This design comes from an exercise in tuning for small area, a short achievable clock period and few clock cycles per item on the open sky130 flow, not from production work. In this exercise RTL edits were held to simulation tests only and were not proved equivalent to the original. No activity file was given, so power comes from the tool's default toggle rates.

## xb64_engine
module xb64_engine (
    input  wire        clk,
    input  wire        rst,
    input  wire        cmd_valid,
    output wire        cmd_ready,
    input  wire [2:0]  cmd_op,
    input  wire [4:0]  cmd_klen,
    input  wire [7:0]  cmd_tlen,
    input  wire        in_valid,
    output wire        in_ready,
    input  wire [7:0]  in_data,
    output wire        out_valid,
    input  wire        out_ready,
    output wire [7:0]  out_data,
    output wire        done,
    output wire [2:0]  err_code,
    output wire [15:0] err_info
);
    localparam [7:0] PAD = 8'h3d;    
    function [7:0] b64_sym(input [5:0] v);
        case (v)
        6'd0: b64_sym = 8'h41;
        6'd1: b64_sym = 8'h42;
        6'd2: b64_sym = 8'h43;
        6'd3: b64_sym = 8'h44;
        6'd4: b64_sym = 8'h45;
        6'd5: b64_sym = 8'h46;
        6'd6: b64_sym = 8'h47;
        6'd7: b64_sym = 8'h48;
        6'd8: b64_sym = 8'h49;
        6'd9: b64_sym = 8'h4a;
        6'd10: b64_sym = 8'h4b;
        6'd11: b64_sym = 8'h4c;
        6'd12: b64_sym = 8'h4d;
        6'd13: b64_sym = 8'h4e;
        6'd14: b64_sym = 8'h4f;
        6'd15: b64_sym = 8'h50;
        6'd16: b64_sym = 8'h51;
        6'd17: b64_sym = 8'h52;
        6'd18: b64_sym = 8'h53;
        6'd19: b64_sym = 8'h54;
        6'd20: b64_sym = 8'h55;
  ...
clock: 10.0 ns
lec_check: 0
cap_margin: 20
core_margin: 2
core_utilization: 40
cts_buf_list: sky130_fd_sc_hd__clkbuf_16
cts_cluster_diameter: 80
cts_cluster_size: 30
slew_margin: 20
standard.sh (not shown) runs the stock make flow with config.mk's settings and CLKGATE_MAP_FILE= SYNTH_SCRIPT=/design/flow/synth_recipe.tcl, a recipe that flattens the netlist after the stock synthesis.
==> flow/flow/run.sh <==
#!/bin/bash
# The standard layout, with plain buffers on the ports (instead of the
# delay-cell buffers the resizer picks by default) and repair_timing aiming
# for extra setup slack.  Each tool's output goes to the ORFS logs; make's
# own output goes to standard.log here.
set -euo pipefail
export BUFFER_PORTS_ARGS="-buffer_cell sky130_fd_sc_hd__buf_2"
export SETUP_SLACK_MARGIN=6.9
bash standard.sh > standard.log 2>&1
Testbench counts at the start, summed over its fixed seeds: cycles 27,994, bytes 23,804.
Rerun with:
--- a/flow/design.v
+++ b/flow/design.v
@@ -87,40 +87,40 @@
         endcase
     endfunction
     function [6:0] b64_dec(input [7:0] b);
         if (b >= 8'h41 && b <= 8'h5a)      b64_dec = {1'b1, b[5:0] - 6'd1};    
         else if (b >= 8'h61 && b <= 8'h7a) b64_dec = {1'b1, b[5:0] - 6'd7};    
         else if (b >= 8'h30 && b <= 8'h39) b64_dec = {1'b1, b[5:0] + 6'd4};    
         else if (b == 8'h2b)               b64_dec = {1'b1, 6'd62};
         else if (b == 8'h2f)               b64_dec = {1'b1, 6'd63};
         else                               b64_dec = 7'd0;
     endfunction
     reg         idle, pkey, ptxt;    
-    reg [2:0]   op;
+    reg         f_bad;       
     reg         m_key;       
     reg         m_enc;       
     reg         m_dec;       
     reg         m_sil;       
     reg         f_ekey;      
     reg         f_elen;      
     reg [7:0]   rem;         
     reg         tdone;       
     reg         tlast;       
     reg [7:0]   tcnt;        
     reg [247:0] ring;        
     reg [7:0]   kreg;        
     reg [4:0]   q;           
     reg         qz;          
     reg [4:0]   c;           
-    reg [4:0]   km1;         
     reg [4:0]   p0;          
+    reg [4:0]   plast;       
     reg         kfirst;      
     reg [7:0]   a;           
     reg         av;
     reg         ir;          
     reg [7:0]   o, s;        
     reg         ov, sv;
     reg [1:0]   gp;          
     reg         padm;        
     reg [23:0]  g;           
     reg         em;          
     reg [1:0]   e;           
@@ -143,22 +143,24 @@
     wire cmd_fire = cmd_valid && idle;
     wire c_bad  = cmd_op[2] && (cmd_op[1] || cmd_op[0]);
     wire c_xk   = (cmd_op == 3'd0) || (cmd_op == 3'd1) || (cmd_op == 3'd4);
     wire c_ekey = c_xk && (cmd_klen == 5'd0);
     wire c_elen = (cmd_op == 3'd1 || cmd_op == 3'd3) && (cmd_tlen[1:0] != 2'd0);
     wire c_sil  = c_bad || c_ekey || c_elen;
     wire c_key  = c_xk && !c_ekey;
     wire [7:0] kring = ring[{q, 3'b000} +: 8];
     wire klast = (c == 5'd0);
     wire [4:0] q_dec = (q == 5'd0) ? 5'd30 : q - 5'd1;
     wire [4:0] p0_dec = (p0 == 5'd0) ? 5'd30 : p0 - 5'd1;
+    wire [4:0] plast_dec = (plast == 5'd0) ? 5'd30 : plast - 5'd1;
+    wire kwrap = (q == plast);       
     wire cons_key = pkey && av && (kfirst || qz);
     wire run   = ptxt && !dpend && !sv;
     wire ehold = (gp == 2'd3) && !padm;      
     wire [6:0] dcl    = b64_dec(a);
     wire       d_pad  = (a == PAD);
     wire       d_sym  = dcl[6];
     wire [5:0] d_idx  = dcl[5:0];
     wire       fg     = (rem[7:3] == 5'd0) && (!rem[2] || rem[1:0] == 2'd0);
     wire       d_late = fg && tcnt[1];                
     wire       bad_prev = tlast && prevpad && !d_pad;  
     wire       bad_here = (!d_sym && !d_pad) || (d_pad && !d_late);
@@ -270,57 +272,51 @@
         kfirst <= kfirst_n;
         qz     <= qz_n;
         tdone  <= tdone_n;
         tlast  <= tlast_n;
         if (in_fire) a <= in_data;
         if (sv) begin
             if (out_ready) o <= s;
         end else if (pv) begin
             if (ofree) o <= y;
             else       s <= y;
         end
-        p0 <= (cons_key && kfirst) ? 5'd30 : p0_dec;
+        p0    <= (cons_key && kfirst) ? 5'd30 : p0_dec;
+        plast <= (cons_key && klast) ? 5'd30 : plast_dec;
         if (cons_key) begin
             if (kfirst) kreg <= a;
             if (klast) begin
-                c <= (km1 == 5'd0) ? 5'd0 : km1 - 5'd1;
-                q <= (km1 == 5'd0) ? (kfirst ? 5'd30 : p0_dec) : p0;
+                q <= kfirst ? 5'd30 : p0;
             end else begin
                 c <= c - 5'd1;
                 q <= 5'd0;
             end
         end else if (kadv) begin
             kreg <= kring;
-            if (klast) begin
-                c <= km1;
-                q <= p0_dec;
-            end else begin
-                c <= c - 5'd1;
-            end
+            if (kwrap) q <= p0_dec;
         end else begin
             q <= q_dec;
         end
         if (cons) begin
             tcnt <= tcnt + 8'd1;
             rem  <= rem - 8'd1;
         end
         if (idle) begin
-            op      <= cmd_op;
+            f_bad   <= c_bad;
             m_key   <= c_key;
             m_enc   <= !c_sil && (cmd_op == 3'd0 || cmd_op == 3'd2);
             m_dec   <= !c_sil && (cmd_op == 3'd1 || cmd_op == 3'd3);
             m_sil   <= c_sil;
             f_ekey  <= c_ekey;
             f_elen  <= c_elen;
-            km1     <= cmd_klen - 5'd1;
-            c       <= cmd_klen - 5'd1;
+            c       <= c_bad ? {2'd0, cmd_op} : cmd_klen - 5'd1;
             kreg    <= 8'h00;
             rem     <= c_bad ? 8'd0 : cmd_tlen;
             tcnt    <= 8'd0;
             dead    <= 1'b0;
             prevpad <= 1'b0;
             pcnt    <= 2'd0;
         end
         if (e_cons) g[5:0] <= x[5:0];
         if (emit) begin
             g <= {g[17:0], tdone ? 6'd0 : d_idx};
             e <= e + 2'd1;
@@ -334,25 +330,25 @@
             if (!dead && bad_now) begin
                 dead   <= 1'b1;
                 code_r <= 3'd2;
                 info_r <= bad_prev ? {tcnt[7:2], 2'b10, PAD} : {tcnt, a};
             end
             if (tcnt[1:0] == 2'd3 && !dead && !bad_now) begin
                 e     <= 2'd0;
                 elast <= !(tlast && d_pad) ? 2'd2 : prevpad ? 2'd0 : 2'd1;
             end
         end
         if (fin) begin
-            if (op[2] && op[1:0] != 2'd0) begin
+            if (f_bad) begin
                 code_r <= 3'd5;
-                info_r <= {13'd0, op};
+                info_r <= {13'd0, c[2:0]};
             end else if (f_ekey) begin
                 code_r <= 3'd3;
                 info_r <= 16'd3;
             end else if (f_elen) begin
                 code_r <= 3'd2;
                 info_r <= {tcnt, 8'h00};
             end else if (m_dec && pcnt == 2'd3) begin
                 code_r <= 3'd2;
                 info_r <= {r, PAD};
             end else if (!(m_dec && dead)) begin
                 code_r <= 3'd0;
Result: Die area hardly moves; register-to-register slack gets better by 0.14 ns; sequential power rises by about 3%; design area hardly moves; sequential share of layout area shrinks by 0.80 points; non-clock buffer count went up by 10; flip-flop and latch count is lower by 2; total power goes up by 3.3%; cell count grows by 0.49%; routed wire length stays flat.
Testbench counts after the change, summed over its fixed seeds: cycles 27,994, bytes 23,804.

========
xb64_engine again, from the RTL that the note above started with.
==> flow/config.mk <==
export PLATFORM = sky130hd
export DESIGN_NAME = xb64_engine
export DESIGN_NICKNAME = xb64_engine
export VERILOG_FILES = /design/flow/design.v
export SDC_FILE = /design/flow/constraint.sdc
export NUM_CORES = 4
export LEC_CHECK = 0
export CAP_MARGIN = 20
export CORE_MARGIN = 2
export CORE_UTILIZATION = 40
export CTS_BUF_LIST = sky130_fd_sc_hd__clkbuf_16
export CTS_CLUSTER_DIAMETER = 80
export CTS_CLUSTER_SIZE = 30
export SLEW_MARGIN = 20
==> flow/constraint.sdc <==
create_clock -name core_clock -period 10.0 [get_ports {clk}]
set_input_delay 2.0000 -clock core_clock [delete_from_list [all_inputs] [get_ports {clk}]]
set_output_delay 2.0000 -clock core_clock [all_outputs]
set_load 0.01 [all_outputs]
==> flow/flow/run.sh <==
#!/bin/bash
# The standard layout, with plain buffers on the ports (instead of the
# delay-cell buffers the resizer picks by default) and repair_timing aiming
# for extra setup slack.  Each tool's output goes to the ORFS logs; make's
# own output goes to standard.log here.
set -euo pipefail
export BUFFER_PORTS_ARGS="-buffer_cell sky130_fd_sc_hd__buf_2"
export SETUP_SLACK_MARGIN=7.0
bash standard.sh > standard.log 2>&1
The first run produced a clean layout.
Testbench counts at the start, summed over its fixed seeds: cycles 27,994, bytes 23,804.
Then changed:
--- a/flow/design.v
+++ b/flow/design.v
@@ -109,13 +109,12 @@
     reg [247:0] ring;        
     reg [7:0]   kreg;        
     reg [4:0]   q;           
     reg         qz;          
     reg [4:0]   c;           
     reg [4:0]   km1;         
-    reg [4:0]   p0;          
     reg         kfirst;      
     reg [7:0]   a;           
     reg         av;
     reg         ir;          
     reg [7:0]   o, s;        
     reg         ov, sv;
@@ -147,13 +146,14 @@
     wire c_elen = (cmd_op == 3'd1 || cmd_op == 3'd3) && (cmd_tlen[1:0] != 2'd0);
     wire c_sil  = c_bad || c_ekey || c_elen;
     wire c_key  = c_xk && !c_ekey;
     wire [7:0] kring = ring[{q, 3'b000} +: 8];
     wire klast = (c == 5'd0);
     wire [4:0] q_dec = (q == 5'd0) ? 5'd30 : q - 5'd1;
-    wire [4:0] p0_dec = (p0 == 5'd0) ? 5'd30 : p0 - 5'd1;
+    wire [5:0] q_sub = {1'b0, q} - {1'b0, km1} - 6'd1;
+    wire [4:0] q_wrap = q_sub[5] ? q_sub[4:0] + 5'd31 : q_sub[4:0];
     wire cons_key = pkey && av && (kfirst || qz);
     wire run   = ptxt && !dpend && !sv;
     wire ehold = (gp == 2'd3) && !padm;      
     wire [6:0] dcl    = b64_dec(a);
     wire       d_pad  = (a == PAD);
     wire       d_sym  = dcl[6];
@@ -275,27 +275,26 @@
         if (sv) begin
             if (out_ready) o <= s;
         end else if (pv) begin
             if (ofree) o <= y;
             else       s <= y;
         end
-        p0 <= (cons_key && kfirst) ? 5'd30 : p0_dec;
         if (cons_key) begin
             if (kfirst) kreg <= a;
             if (klast) begin
                 c <= (km1 == 5'd0) ? 5'd0 : km1 - 5'd1;
-                q <= (km1 == 5'd0) ? (kfirst ? 5'd30 : p0_dec) : p0;
+                q <= (km1 == 5'd0) ? 5'd30 : ~km1;
             end else begin
                 c <= c - 5'd1;
                 q <= 5'd0;
             end
         end else if (kadv) begin
             kreg <= kring;
             if (klast) begin
                 c <= km1;
-                q <= p0_dec;
+                q <= q_wrap;
             end else begin
                 c <= c - 5'd1;
             end
         end else begin
             q <= q_dec;
         end
@@ -319,13 +318,13 @@
             dead    <= 1'b0;
             prevpad <= 1'b0;
             pcnt    <= 2'd0;
         end
         if (e_cons) g[5:0] <= x[5:0];
         if (emit) begin
-            g <= {g[17:0], tdone ? 6'd0 : d_idx};
+            g <= {g[17:0], intake ? d_idx : 6'd0};
             e <= e + 2'd1;
         end else if (intake) begin
             g <= {g[17:0], d_idx};
         end
         if (intake) begin
             prevpad <= d_pad;
The changed run completed with no timing, DRC or antenna violations.
Die area stays flat.
Final area hardly moves.
Worst setup slack got worse by 0.0072 ns.
Area after synthesis is about the same.
Critical path depth rose by 8.
Cell count fell by 0.92%.
Testbench counts after the change, summed over its fixed seeds: cycles 27,994, bytes 23,804.

-- what the ideal ports hide --
How much do the figures lean on ideal ports? The routed layouts below were timed once more, with nothing changed but the port constraints.
Step 1 assumes that a clkbuf_16 drives the clock port and a buf_2 every other input.
Step 2 also shifts input and output timing later by t, the mid clock arrival at the registers, as if the neighbouring blocks saw the same clock.
Three values: ideal ports, drivers, drivers and shift; two values: the first two.
| run | t (ns) | slack for setup (ns) | worst hold slack (ns) | cell pins on the clock port's net |
|---|---|---|---|---|
| the first run of note 1 | 0.585 | 6.950 / 6.899 / 6.441 | 0.344 / 0.344 / 0.344 | 1 |
| the second run of note 1 | 0.581 | 6.863 / 6.810 / 6.427 | 0.346 / 0.346 / 0.346 | 1 |
| the first run of note 2 | 0.574 | 6.939 / 6.888 / 6.464 | 0.321 / 0.321 / 0.321 | 1 |
| the second run of note 2 | 0.575 | 6.932 / 6.922 / 6.575 | 0.342 / 0.342 / 0.342 | 1 |
After both steps every run listed still meets setup and hold. For the first run of note 1, which loses most, drivers alone change the setup slack by -0.051 ns; drivers and shift together by -0.509 ns.
